This design comes from an exercise in tuning for small area, a short achievable clock period and few clock cycles per item on the open sky130 flow, not from production work.
RTL that was checked went through simulation tests only; none was proved equivalent to the original.

==> flow/design.v (excerpt) <==
module amf_rx (
    input  wire        clk,
    input  wire        rst,
    input  wire        in_valid,
    output wire        in_ready,
    input  wire [31:0] sample,
    output reg         frm_valid,
    output wire [63:0] frm_payload,
    output reg         frm_crc_ok
);
    assign in_ready = 1'b1;
    reg        m_valid;
    reg [30:0] m_r;
    always @(posedge clk) begin
        m_valid <= in_valid & ~rst;
        m_r     <= sample[30:0];
    end
    reg        t_valid;
    reg [7:0]  t_e;
    reg [23:0] t_m;
    wire [7:0]  te_next;
    wire [23:0] tm_next;
    mul03 u_new (.x(m_r), .e(te_next), .m(tm_next));
    always @(posedge clk) begin
        t_valid <= m_valid & ~rst;
        t_e     <= te_next;
        t_m     <= tm_next;
    end
    reg  [30:0] smoothed;
    reg         smoothed_h;      
    wire        smoothed_h_next;
    reg  [4:0]  decim_count;
    reg         fwd_valid;
    wire [30:0] smoothed_next;
    filt_step u_filt (.s(smoothed), .hs(smoothed_h), .te(t_e), .tm(t_m),
                      .y(smoothed_next), .hy(smoothed_h_next));
    always @(posedge clk) begin
        if (rst) begin
            smoothed    <= 31'd0;
            smoothed_h  <= 1'b0;
            decim_count <= 5'd0;
            fwd_valid   <= 1'b0;
        end else begin
            fwd_valid <= t_valid && decim_count == 5'd16;
            if (t_valid) begin
                smoothed    <= smoothed_next;
                smoothed_h  <= smoothed_h_next;
                decim_count <= (decim_count == 5'd16) ? 5'd0 : decim_count + 5'd1;
            end
        end
    end
    wire        chip_valid;
    wire        chip;
    peak_ser u_peak (.clk(clk), .rst(rst), .start(fwd_valid), .v(smoothed),
  ...
==> flow/config.mk <==
export PLATFORM = sky130hd
export DESIGN_NAME = amf_rx
export DESIGN_NICKNAME = amf_rx
export VERILOG_FILES = /design/flow/design.v
export SDC_FILE = /design/flow/constraint.sdc
export NUM_CORES = 4
export LEC_CHECK = 0
export ABC_AREA = 1
export CAP_MARGIN = 20
export CORE_MARGIN = 2
export CORE_UTILIZATION = 40
export SLEW_MARGIN = 20
==> flow/constraint.sdc <==
create_clock -name core_clock -period 35.0 [get_ports {clk}]
set_input_delay 7.0000 -clock core_clock [delete_from_list [all_inputs] [get_ports {clk}]]
set_output_delay 7.0000 -clock core_clock [all_outputs]
set_load 0.01 [all_outputs]
standard.sh (not shown) runs the stock make flow with config.mk's settings and CLKGATE_MAP_FILE= SYNTH_SCRIPT=/design/flow/synth_recipe.tcl, a recipe that flattens the netlist after the stock synthesis.
==> flow/flow/run.sh <==
#!/bin/bash
# The standard layout, with repair_timing asked for extra setup slack so
# that the gates on the filter loop are sized for speed.  The SDC (clock
# period, I/O delays) is the standard flow's own and is not touched.
set -euo pipefail
export SETUP_SLACK_MARGIN=24
bash standard.sh > standard.log 2>&1
The baseline went through all stages and came out clean.
Next try:
--- a/flow/flow/run.sh
+++ b/flow/flow/run.sh
@@ -5,3 +5,4 @@
 set -euo pipefail
-export SETUP_SLACK_MARGIN=24
+export SETUP_SLACK_MARGIN=27
+
 bash standard.sh > standard.log 2>&1
=> Final cell count came out higher by 4.2%; clock-buffer cell count rises by 3; non-clock buffer count grows by 266; cell area goes up by 14%; hold slack gets better by 0.017 ns; routed wire length rises by 8.0%; synthesized cell count is unchanged; via count climbs by 6.1%.
Next try:
--- a/flow/flow/run.sh
+++ b/flow/flow/run.sh
@@ -5,4 +5,3 @@
 set -euo pipefail
-export SETUP_SLACK_MARGIN=27
-
+export SETUP_SLACK_MARGIN=22
 bash standard.sh > standard.log 2>&1
CAP_MARGIN = 70   (was 20)
SLEW_MARGIN = 70   (was 20)
Clock-buffer cell count came out lower by 3.
Fmax is lower by 19%.
First-iteration DRC count shrinks by about 15%.
Synthesized area does not change.
Routed wire length came out lower by about 9%.
Final cell count went down by 4.8%.
Final area goes down by about 13%.
No functional check of the RTL was part of any run of this note.

## run 1
Another version of the RTL of amf_rx (not shown whole).
Size: ~5000 cells after synthesis, roughly 260 flip-flops, roughly 100 I/O pins, about 34000 sq um of cells after synthesis.
clock: 35.0 ns
lec_check: 0
abc_area: 1
cap_margin: 20
core_margin: 2
core_utilization: 40
slew_margin: 20
==> flow/flow/run.sh <==
#!/bin/bash
# The standard layout, with two changes to how it is made:
#  - Yosys's synth runs without its early ABC pass (SYNTH_ARGS=-noabc), so
#    that the full adders are found before the logic is remapped and do not
#    need inverters around them; the final ABC mapping is unchanged;
#  - repair_timing is asked for extra setup slack so that the gates on the
#    filter loop are sized for speed.
# The SDC (clock period, I/O delays) is the standard flow's own and is not touched.
set -euo pipefail
export SETUP_SLACK_MARGIN=25.5
export MAKEFLAGS="SYNTH_ARGS=-noabc"
bash standard.sh > standard.log 2>&1
Testbench counts of run 1, summed over its fixed seeds: cycles 882,746, items 882,746.
diff inputs: run 1 => run 2
==> flow/flow/run.sh <==
#!/bin/bash
# The standard layout, with repair_timing asked for extra setup slack so
# that the gates on the filter loop are sized for speed.  The SDC (clock
# period, I/O delays) is the standard flow's own and is not touched.
set -euo pipefail
export SETUP_SLACK_MARGIN=27
bash standard.sh > standard.log 2>&1
Notes after the runs:
Per the comparison of run 2 with run 1, slack of the worst reg-to-reg path went up by 0.97 ns. In the tables for run 2 and run 1, clock skew reads lower with run 1. Measured against each other, run 2 and run 1 differ in highest clock frequency the design can meet, the lower figure coming from run 1. Run 1 → run 2: clock transition at the registers of the reported paths shows no meaningful change. Going from run 1 to run 2, arrival time of data at the critical path endpoint lost 0.77 ns; average size of a mapped cell went down; number of instances resized during post-cts repair picked up an extra 948.
Setup changes, run 2 to run 3
Settings: CORE_UTILIZATION changed from 40 to 30.
==> flow/flow/run.sh <==
#!/bin/bash
# The standard layout, with two changes to how it is made:
#  - Yosys's synth runs without its early ABC pass (SYNTH_ARGS=-noabc), so
#    that the full adders are found before the logic is remapped and do not
#    need inverters around them; the final ABC mapping is unchanged;
#  - repair_timing is asked for extra setup slack so that the gates on the
#    filter loop are sized for speed.
# The SDC (clock period, I/O delays) is the standard flow's own and is not touched.
set -euo pipefail
export SETUP_SLACK_MARGIN=26
export MAKEFLAGS="SYNTH_ARGS=-noabc"
bash standard.sh > standard.log 2>&1
### Flow results
- Looking only at sequential cell area share, and setting everything else aside, the lower value of run 2 and run 3 goes to run 2.
- Cmp run 3 vs run 2: buffers plus inverters on the worst setup path lower in run 3
- Diff run 2 -> run 3 | depth of the most critical reg-to-reg path | down by more than 10%
- Capturing instance or port of the critical path = m_x2[6]: run 3; capturing instance or port of the critical path = m_x2[4]: run 2
- Compared with run 2, run 3 degrades die footprint.
- Run 3 against run 2: wire length reported by the detailed router now smaller; area after synthesis now smaller.
- Row post-synthesis cell count: run 3 lower / run 2 higher
The inputs of run 4 differ from those of run 3 as listed below.
Settings: CORE_UTILIZATION: 30 -> 60.
==> flow/flow/run.sh <==
#!/bin/bash
# The standard layout, with repair_timing asked for extra setup slack so
# that the gates on the filter loop are sized for speed.  The SDC (clock
# period, I/O delays) is the standard flow's own and is not touched.
set -euo pipefail
export SETUP_SLACK_MARGIN=26
bash standard.sh > standard.log 2>&1
--- outcome ---
Number of pins with negative max-slew slack in the final report: run 3 vs run 4 identical. Design area: run 3 vs run 4 — no meaningful difference. Taking run 3 as the reference, in run 4 maximum frequency level, synthesized-area fraction occupied by xor and xnor cells level, global routing usage on met3 moved up. Comparing number of diodes added for antenna fixing for run 4 and run 3, the smaller number came from run 4. Changes observed in run 4 relative to run 3: die boundary height now smaller; number of global-route vias before repair now larger. For sequential portion of the cell area, run 3 and run 4 come out practically identical.

Starting RTL as in the previous note.
==> flow/design.v (excerpt) <==
module amf_rx (
    input  wire        clk,
    input  wire        rst,
    input  wire        in_valid,
    output wire        in_ready,
    input  wire [31:0] sample,
    output reg         frm_valid,
    output wire [63:0] frm_payload,
    output reg         frm_crc_ok
);
    assign in_ready = 1'b1;
    reg        m_valid;
    reg [25:0] m_x2;             
    reg [7:0]  m_er;             
    wire [25:0] x2_next;
    wire [7:0]  er_next;
    mul03_pre u_pre (.x(sample[30:0]), .mx2(x2_next), .er(er_next));
    always @(posedge clk) begin
        m_valid <= in_valid & ~rst;
        m_x2    <= x2_next;
        m_er    <= er_next;
    end
    reg        t_valid;
    reg [7:0]  t_e;
    reg [23:0] t_m;
    wire [7:0]  te_next;
    wire [23:0] tm_next;
    mul03 u_new (.mx2(m_x2), .er(m_er), .e(te_next), .m(tm_next));
    always @(posedge clk) begin
        t_valid <= m_valid & ~rst;
        t_e     <= te_next;
        t_m     <= tm_next;
    end
    reg  [30:0] smoothed;
    reg         smoothed_h;      
    wire        smoothed_h_next;
    reg  [4:0]  decim_count;
  ...
export LEC_CHECK = 0
export ABC_AREA = 1
export CAP_MARGIN = 20
export CORE_MARGIN = 2
export CORE_UTILIZATION = 40
export PLACE_DENSITY = 0.75
export SLEW_MARGIN = 20
create_clock -name core_clock -period 35.0 [get_ports {clk}]
==> flow/flow/run.sh <==
#!/bin/bash
# The standard layout, with two changes to how it is made:
#  - Yosys's synth runs without its early ABC pass (SYNTH_ARGS=-noabc), so
#    that the full adders are found before the logic is remapped and do not
#    need inverters around them; the final ABC mapping is unchanged;
#  - repair_timing is asked for extra setup slack so that the gates on the
#    filter loop are sized for speed.
# The SDC (clock period, I/O delays) is the standard flow's own and is not touched.
set -euo pipefail
export SETUP_SLACK_MARGIN=26
export MAKEFLAGS="SYNTH_ARGS=-noabc"
bash standard.sh > standard.log 2>&1
Testbench counts at the start, summed over its fixed seeds: cycles 882,746, items 882,746.
==> next run, changes <==
- PLACE_DENSITY: 0.75 -> default
Maximum frequency increases by 1.6%.
Core utilization came out higher by 0.17 points.
Synthesized cell count is unchanged.
Clock skew decreases by 0.011 ns.
Die area is unchanged.
Synthesized area stays the same.
==> next run, changes <==
==> flow/flow/run.sh (replaced) <==
#!/bin/bash
# The standard layout, with repair_timing asked for extra setup slack so
# that the gates on the filter loop are sized for speed.  The SDC (clock
# period, I/O delays) is the standard flow's own and is not touched.
set -euo pipefail
export SETUP_SLACK_MARGIN=26.5
bash standard.sh > standard.log 2>&1
Effect:
- utilization went up by 2.0 points
- routed wire length went up by a little under a tenth
- critical path depth went down by 4
- sequential share of layout area went down by 1.0 points
- final area went up by a little under a tenth
- clock-buffer cell count went down by 1
- synthesized area went up by a few percent

## re-timing with driven ports
In the flow no input, the clock included, has a driving cell. The finished layouts below were timed again as built, in two steps.
Step 1 sets driving cells, clkbuf_16 on the clock port and buf_2 on the other inputs (assumed; they add their load-dependent delay and slew).
Step 2, shift: input delay + t, output delay - t, t = (earliest + latest rising clock arrival at the registers) / 2. This alone moves slack from input paths to output paths.
Slacks: no drivers / after step 1 / after step 2; pairs: no drivers / after step 1.
run	t (ns)	setup WS [ns]	slew at the worst register clock pin (ns)
the first run of note 1	0.648	24.496 / 24.496 / 24.496	0.08 / 0.08
the second run of note 1	0.660	25.316 / 25.316 / 25.316	0.08 / 0.08
the third run of note 1	0.637	23.117 / 23.117 / 23.117	0.08 / 0.08
run 1	0.640	25.853 / 25.887 / 25.247	0.06 / 0.06
run 2	0.660	26.627 / 26.651 / 25.991	0.08 / 0.08
run 3	0.659	26.108 / 26.138 / 25.479	0.07 / 0.07
run 4	0.649	26.092 / 26.125 / 25.477	0.06 / 0.06
the first run of note 3	0.627	26.076 / 26.106 / 25.479	0.07 / 0.07
the second run of note 3	0.639	26.220 / 26.208 / 25.611	0.07 / 0.07
the third run of note 3	0.633	26.539 / 26.563 / 25.930	0.08 / 0.08
After both steps every run listed still meets setup and hold. The setup slack of run 2, which loses most, moves by +0.024 ns with the drivers and by -0.636 ns with both steps.
